Background: an optimization exercise with open tools, aiming at small area, a short achievable clock period and few clock cycles. Do not read the settings as production practice. The RTL was checked by simulation tests, not by an equivalence proof against the original design. Power is estimated from default activity; no workload was simulated.

==> inputs of quartz <==
Design esbf, start of the top module:
module esbf (
    input  wire       clk,
    input  wire       rst,         
    input  wire       in_valid,
    output wire       in_ready,
    input  wire [7:0] in_data,
    input  wire       in_last,
    output wire       out_valid,
    input  wire       out_ready,
    output wire [7:0] out_data,
    output wire       out_last
);
    localparam RL = 37;                  
    localparam [3:0] O_ILL   = 4'd0;
    localparam [3:0] O_INIT  = 4'd1;
    localparam [3:0] O_LOAD  = 4'd2;
    localparam [3:0] O_UPDB  = 4'd3;
    localparam [3:0] O_UPDN  = 4'd4;
    localparam [3:0] O_CREAD = 4'd5;
    localparam [3:0] O_BUILD = 4'd6;
    localparam [3:0] O_CHECK = 4'd7;
    localparam [3:0] O_FREAD = 4'd8;
    localparam [3:0] O_INFO  = 4'd9;
    localparam [1:0] K_CRC   = 2'd1;
    localparam [1:0] K_FRAME = 2'd2;
    localparam [1:0] K_INFO  = 2'd3;
    localparam [3:0] R_ST    = 4'd15;    
    function [15:0] step1;
        input [15:0] c;
        begin
            step1 = {c[14:0], 1'b0} ^ (c[15] ? 16'h1021 : 16'h0000);
        end
    endfunction
    function [15:0] step8;
        input [15:0] c;
        integer i;
        reg [15:0] t;
        begin
            t = c;
            for (i = 0; i < 8; i = i + 1)
                t = {t[14:0], 1'b0} ^ (t[15] ? 16'h1021 : 16'h0000);
            step8 = t;
        end
    endfunction
    function [5:0] inc37;
        input [5:0] x;
        begin
            inc37 = (x == RL - 1) ? 6'd0 : x + 6'd1;
        end
    endfunction
    reg [15:0] crc_r;
    reg        held;                     
    reg [1:0]  fstat;
    reg [2:0]  alen_a;
    reg [5:0]  plen_a;
    reg        c2_a;                     
    reg [7:0]  chan_a;
    reg [15:0] cw;                       
    reg        pre;                      
    reg [15:0] ca;                       
    reg        pren;                     
    reg        cpend;                    
    reg [8*RL-1:0] ring;
    reg        ir;                       
    reg        ie;                       
    reg [2:0]  ac;                       
    reg [3:0]  opc;
    reg [7:0]  rem_a, rem_p;             
    reg        aok, pok, cok;
    reg        fdone;                    
    reg [1:0]  post;                     
    reg [5:0]  wq;                       
    reg        sv, sl;
  ...
export LEC_CHECK = 0
export CAP_MARGIN = 20
export CORE_MARGIN = 2
export CORE_UTILIZATION = 65
export CTS_BUF_LIST = sky130_fd_sc_hd__clkbuf_16
export CTS_CLUSTER_DIAMETER = 80
export CTS_CLUSTER_SIZE = 30
export GPL_ROUTABILITY_DRIVEN = 0
export PLACE_DENSITY = 0.75
export SLEW_MARGIN = 20
create_clock -name core_clock -period 9.0 [get_ports {clk}]
standard.sh (not shown) runs the stock make flow with config.mk's settings and CLKGATE_MAP_FILE= SYNTH_SCRIPT=/design/flow/synth_recipe.tcl, a recipe that flattens the netlist after the stock synthesis.
==> flow/flow/run.sh <==
#!/bin/bash
set -euo pipefail
bash standard.sh SETUP_SLACK_MARGIN=6.0 "BUFFER_PORTS_ARGS=-buffer_cell sky130_fd_sc_hd__buf_4" finish > standard.log 2>&1
==> xenon (differences from quartz) <==
==> flow/flow/run.sh (replaced) <==
#!/bin/bash
set -euo pipefail
bash standard.sh SETUP_SLACK_MARGIN=6.1 "BUFFER_PORTS_ARGS=-buffer_cell sky130_fd_sc_hd__buf_4" finish > standard.log 2>&1
- CORE_UTILIZATION: 65 -> 70
- GPL_ROUTABILITY_DRIVEN: 0 -> unset
- PLACE_DENSITY: 0.75 -> 0.78
==> comparison table <==
item	quartz	xenon
Outcome	complete, no violations	complete, no violations
Dpl hpwl	30100 µm	32600 µm
Length of the first detailed-routing pass in iterations	5	7
First-pass GRT wire length	66800 µm	73300 µm
Post-cts gate resize count	32	51
Worst Hold Slack	0.316 ns	0.327 ns
Time the final worst path needs with I/O delays and setup	2.97 ns	2.92 ns
Post-CTS setup-driven buffer insertion count	14	29
Synth-to-Final Area Change	9.04%	11.0%
Reg2Reg Setup Slack	6.03 ns	6.08 ns
Count of placed standard cells including taps	2004	1962
Max-slew headroom at the worst pin	27.5%	37.4%
Net Sw Frac	28.5%	28.9%
Count of non-filler cells in the finished layout	2079	2064
Register share of the cell area	52.1%	51.3%
Count of clock-net buffers in the final layout	22	21
Share of layout cells above drive strength 1	14.9%	17.5%
Testbench counts of quartz, summed over its fixed seeds: cycles 20,585.
Testbench counts of xenon, summed over its fixed seeds: cycles 20,585.

==> inputs of branch umber <==
Another version of the RTL of esbf (not shown whole).
Settings: LEC_CHECK=0, CAP_MARGIN=20, CORE_MARGIN=2, CORE_UTILIZATION=50, CTS_BUF_LIST=sky130_fd_sc_hd__clkbuf_8, CTS_CLUSTER_DIAMETER=50, CTS_CLUSTER_SIZE=18, PLACE_DENSITY=0.6, SLEW_MARGIN=20; clock period 9.0 ns.
==> flow/flow/run.sh <==
#!/bin/bash
set -euo pipefail
bash standard.sh SETUP_SLACK_MARGIN=6.3 "BUFFER_PORTS_ARGS=-buffer_cell sky130_fd_sc_hd__buf_4" finish > standard.log 2>&1
==> inputs of branch garnet, as changes to branch umber <==
--- a/flow/design.v
+++ b/flow/design.v
@@ -81,12 +81,16 @@
     reg [5:0]  p0;                       
     reg        ov, ol;
     reg [7:0]  od;
     reg [1:0]  rk;                       
     reg [3:0]  ri;                       
     reg [2:0]  rs;                       
+    reg        pv;                       
+    reg [1:0]  pk;                       
+    reg [5:0]  pdc;                      
+    reg        cdefer;                   
     reg [5:0]  dc;
     reg        rdp;                      
     reg [5:0]  rp;                       
     wire acc   = in_valid & ir;
     wire opB   = (opc == O_BUILD);
     wire opC   = (opc == O_CHECK);
@@ -122,13 +126,22 @@
     end
     wire [15:0] cwf  = tr ? step1(ca) : ca;
     wire [15:0] ca_d = step8((s_first ? 16'hffff : ca) ^ {sd, 8'h00});
     wire        pre_fin = (sv & s_dat & s_first) ? sd[7] : pren;
     wire        ml_n = (sv & s_rxl) ? (sd == cwf[7:0]) : ml;
     wire        gidle = (ri == 4'd0);
-    wire        exe  = ((sv & sl) | pend) & gidle;
+    wire        crcmod = (opc == O_INIT) | (opc == O_LOAD) | (opc == O_UPDB) |
+                         (opc == O_UPDN);
+    wire        frmod  = (opc == O_BUILD) | ((opc == O_CHECK) & (ac >= 3'd3));
+    wire        early  = ~gidle & ~pv & (ri != R_ST) &
+                         ~(crcmod & (rk == K_CRC)) &
+                         ~(frmod & (rk == K_INFO));
+    wire        exe    = ((sv & sl) | pend) & ((gidle & ~pv) | early);
+    wire        exe_d  = exe & gidle;
+    wire        exe_q  = exe & ~gidle;
+    wire        pstart = pv & (gidle | (free & (g_ri == 4'd0)));
     reg  [2:0] x_st;         
     reg  [1:0] x_kind;       
     always @(*) begin
         x_st   = 3'd0;
         x_kind = 2'd0;
         case (opc)
@@ -221,29 +234,33 @@
     end
     reg  [3:0] ri_n;
     reg  [1:0] rk_n;
     always @(*) begin
         ri_n = ri;
         rk_n = rk;
-        if (exe) begin
+        if (exe_d) begin
             rk_n = x_kind;
             if (free) ri_n = (x_kind == 2'd0) ? 4'd0 : 4'd1;
             else      ri_n = R_ST;
+        end else if (pstart) begin
+            rk_n = pk;
+            ri_n = R_ST;
         end else if (free & ~gidle)
             ri_n = g_ri;
     end
     wire       ie_set = (exe | busy) & ~busy_n;
     wire       ie_n   = (ie & ~(acc & in_last)) | ie_set;
     wire [2:0] ac_n   = exe ? 3'd0 : ((acc & (ac != 3'd7)) ? ac + 3'd1 : ac);
     wire       dsec_n = (opB & (ac_n == 3'd7)) | (opC & (ac_n >= 3'd4));
     reg        gsafe;
     always @(posedge clk)
         gsafe <= (ri == 4'd2) & (rp <= 6'd32) & ({1'b0, rp} >= {1'b0, dc} + 7'd2);
-    wire       dsafe  = gidle | (rk != K_FRAME) | (ri == 4'd3) | (ri == 4'd4) |
-                        ((ri == 4'd2) & gsafe);
-    wire       info_a = ~gidle & (rk == K_INFO);
+    wire       dsafe  = ~(pv & (pk == K_FRAME)) &
+                        (gidle | (rk != K_FRAME) | (ri == 4'd3) | (ri == 4'd4) |
+                         ((ri == 4'd2) & gsafe));
+    wire       info_a = (~gidle & (rk == K_INFO)) | (pv & (pk == K_INFO));
     wire       ir_n   = ie_n & (acc | x0) & ~(dsec_n & ~dsafe) &
                         ~((ac_n != 3'd0) & info_a);
     wire [5:0] p0_n = (sv & s_dat & s_first) ? {4'd0, s_tap} : inc37(p0);
     always @(posedge clk) begin
         ring <= {ring[8*RL-9:0], ring[8*RL-1 -: 8]};
         if (sv & s_dat) begin
@@ -257,35 +274,34 @@
         if (sv & s_dat)
             ca <= ca_d;
         else if (tr)
             ca <= step1(ca);
         if (sv & s_dat & s_first)
             pren <= sd[7];
-        if (cpend & ~tr & ~(sv & s_dat)) begin
+        if (cpend & ~cdefer & ~tr & ~(sv & s_dat)) begin
             cw    <= ca;
+            pre   <= pren;
             cpend <= 1'b0;
         end
         if (sv & s_rxh)
             mh <= (sd == cwf[15:8]);
         if (sv & s_rxl)
             ml <= (sd == cwf[7:0]);
         p0 <= p0_n;
         if (rdp)
             rp <= (free & g_ld) ? rp : inc37(rp);
         else
             rp <= p0_n;
-        if (acc) begin
-            sd      <= in_data;
-            sl      <= in_last;
-            s_dat   <= dat;
-            s_first <= first;
-            s_lastd <= lastd;
-            s_rxh   <= rxh;
-            s_rxl   <= rxl;
-            s_tap   <= first ? w0 : wq[1:0];
-        end
+        sd      <= in_data;
+        sl      <= in_last;
+        s_dat   <= dat;
+        s_first <= first;
+        s_lastd <= lastd;
+        s_rxh   <= rxh;
+        s_rxl   <= rxl;
+        s_tap   <= first ? w0 : wq[1:0];
         wq <= (acc & dat) ? (first ? {4'd0, w0} : wq) : wq1;
         ac <= ac_n;
         if (acc) begin
             case (ac)
                 3'd0: opc <= dec_op;
                 3'd1: begin
@@ -333,34 +349,47 @@
             crc_r <= e_r;
             rem_a <= e_left;
         end
         busy <= busy_n;
         sv   <= acc;
         tr   <= sv & s_dat & s_lastd;
-        if (sv & sl & ~gidle) pend <= 1'b1;
+        if (sv & sl & ~exe) pend <= 1'b1;
         if (exe) begin
             pend  <= 1'b0;
             fdone <= 1'b0;
             post  <= 2'd0;
             case (opc)
                 O_INIT:  if (ac == 3'd1) crc_r <= 16'hffff;
                 O_LOAD:  if (ac == 3'd3) crc_r <= {rem_p, rem_a};
                 O_BUILD, O_CHECK: if ((opc == O_BUILD) | (ac >= 3'd3)) begin
                     fstat <= x_st[1:0];
                     held  <= (x_kind == K_FRAME);
                     if (x_kind == K_FRAME) begin
-                        cpend <= 1'b1;
-                        pre   <= pre_fin;
+                        cpend  <= 1'b1;
+                        cdefer <= exe_q & (rk == K_FRAME);
+                        if (exe_d) pre <= pre_fin;
                     end
                 end
                 default: ;
             endcase
         end
         ri <= ri_n;
         rk <= rk_n;
-        if (exe) begin
+        if (exe_q) begin
+            rs  <= x_st;
+            pk  <= x_kind;
+            pv  <= 1'b1;
+            pdc <= nB;
+        end
+        if (pstart) begin
+            pv     <= 1'b0;
+            cdefer <= 1'b0;
+            dc     <= pdc;
+            rdp    <= 1'b0;
+        end
+        if (exe_d) begin
             rs  <= x_st;
             dc  <= nB;
             rdp <= 1'b0;
             if (free) begin
                 od <= {5'd0, x_st};
                 ov <= 1'b1;
@@ -390,12 +419,13 @@
             ac    <= 3'd0;
             fdone <= 1'b0;
             post  <= 2'd0;
             sv    <= 1'b0;
             tr    <= 1'b0;
             pend  <= 1'b0;
+            pv    <= 1'b0;
             cpend <= 1'b0;
             busy  <= 1'b0;
             ov    <= 1'b0;
             ol    <= 1'b0;
             ri    <= 4'd0;
             rdp   <= 1'b0;
==> flow/flow/run.sh (replaced) <==
#!/bin/bash
set -euo pipefail
bash standard.sh SETUP_SLACK_MARGIN=5.9 "BUFFER_PORTS_ARGS=-buffer_cell sky130_fd_sc_hd__buf_4" finish > standard.log 2>&1
==> summary of the runs <==
Clock power: branch garnet is smaller than branch umber (about 3%).
Between branch garnet and branch umber, the lower register-to-register slack is in branch garnet (gap 0.34 ns).
Against branch umber, the maximum frequency of branch garnet is larger by 0.23%.
Of branch umber and branch garnet, branch umber has the higher sequential power (gap about 12%, measured against branch garnet).
In branch garnet the count of clock-buffer cells in the layout is lower than in branch umber, by 2.
Testbench counts of branch umber, summed over its fixed seeds: cycles 22,202.
Testbench counts of branch garnet, summed over its fixed seeds: cycles 20,585.

==> re-timing with driven ports <==
No port has a modelled driver above. Below, the same layouts with a new extraction and two added sets of constraints. Step 1: set_driving_cell puts a clkbuf_16 on clk and a buf_2 on each other input, an assumption about the parent block. Step 2, shift: input delay + t, output delay - t, t = (earliest + latest rising clock arrival at the registers) / 2. This alone moves slack from input paths to output paths. Slacks: no drivers / after step 1 / after step 2; pairs: no drivers / after step 1.
| run | shift t [ns] | slack for setup (ns) | hold slack, ns | worst slew at a driven data input, ns | pins driven straight from the clock port |
|---|---|---|---|---|---|
| quartz | 0.595 | 6.028 / 6.028 / 5.557 | 0.316 / 0.316 / 0.316 | 0.03 | 1 |
| xenon | 0.592 | 6.076 / 6.038 / 5.545 | 0.327 / 0.327 / 0.327 | 0.05 | 1 |
| branch umber | 0.690 | 5.947 / 5.895 / 5.654 | 0.319 / 0.319 / 0.319 | 0.04 | 1 |
| branch garnet | 0.688 | 5.954 / 5.901 / 5.391 | 0.323 / 0.323 / 0.323 | 0.04 | 1 |
After both steps setup and hold are still met in every run listed. The setup slack of branch garnet, which loses most, moves by -0.053 ns with the drivers and by -0.563 ns with both steps.
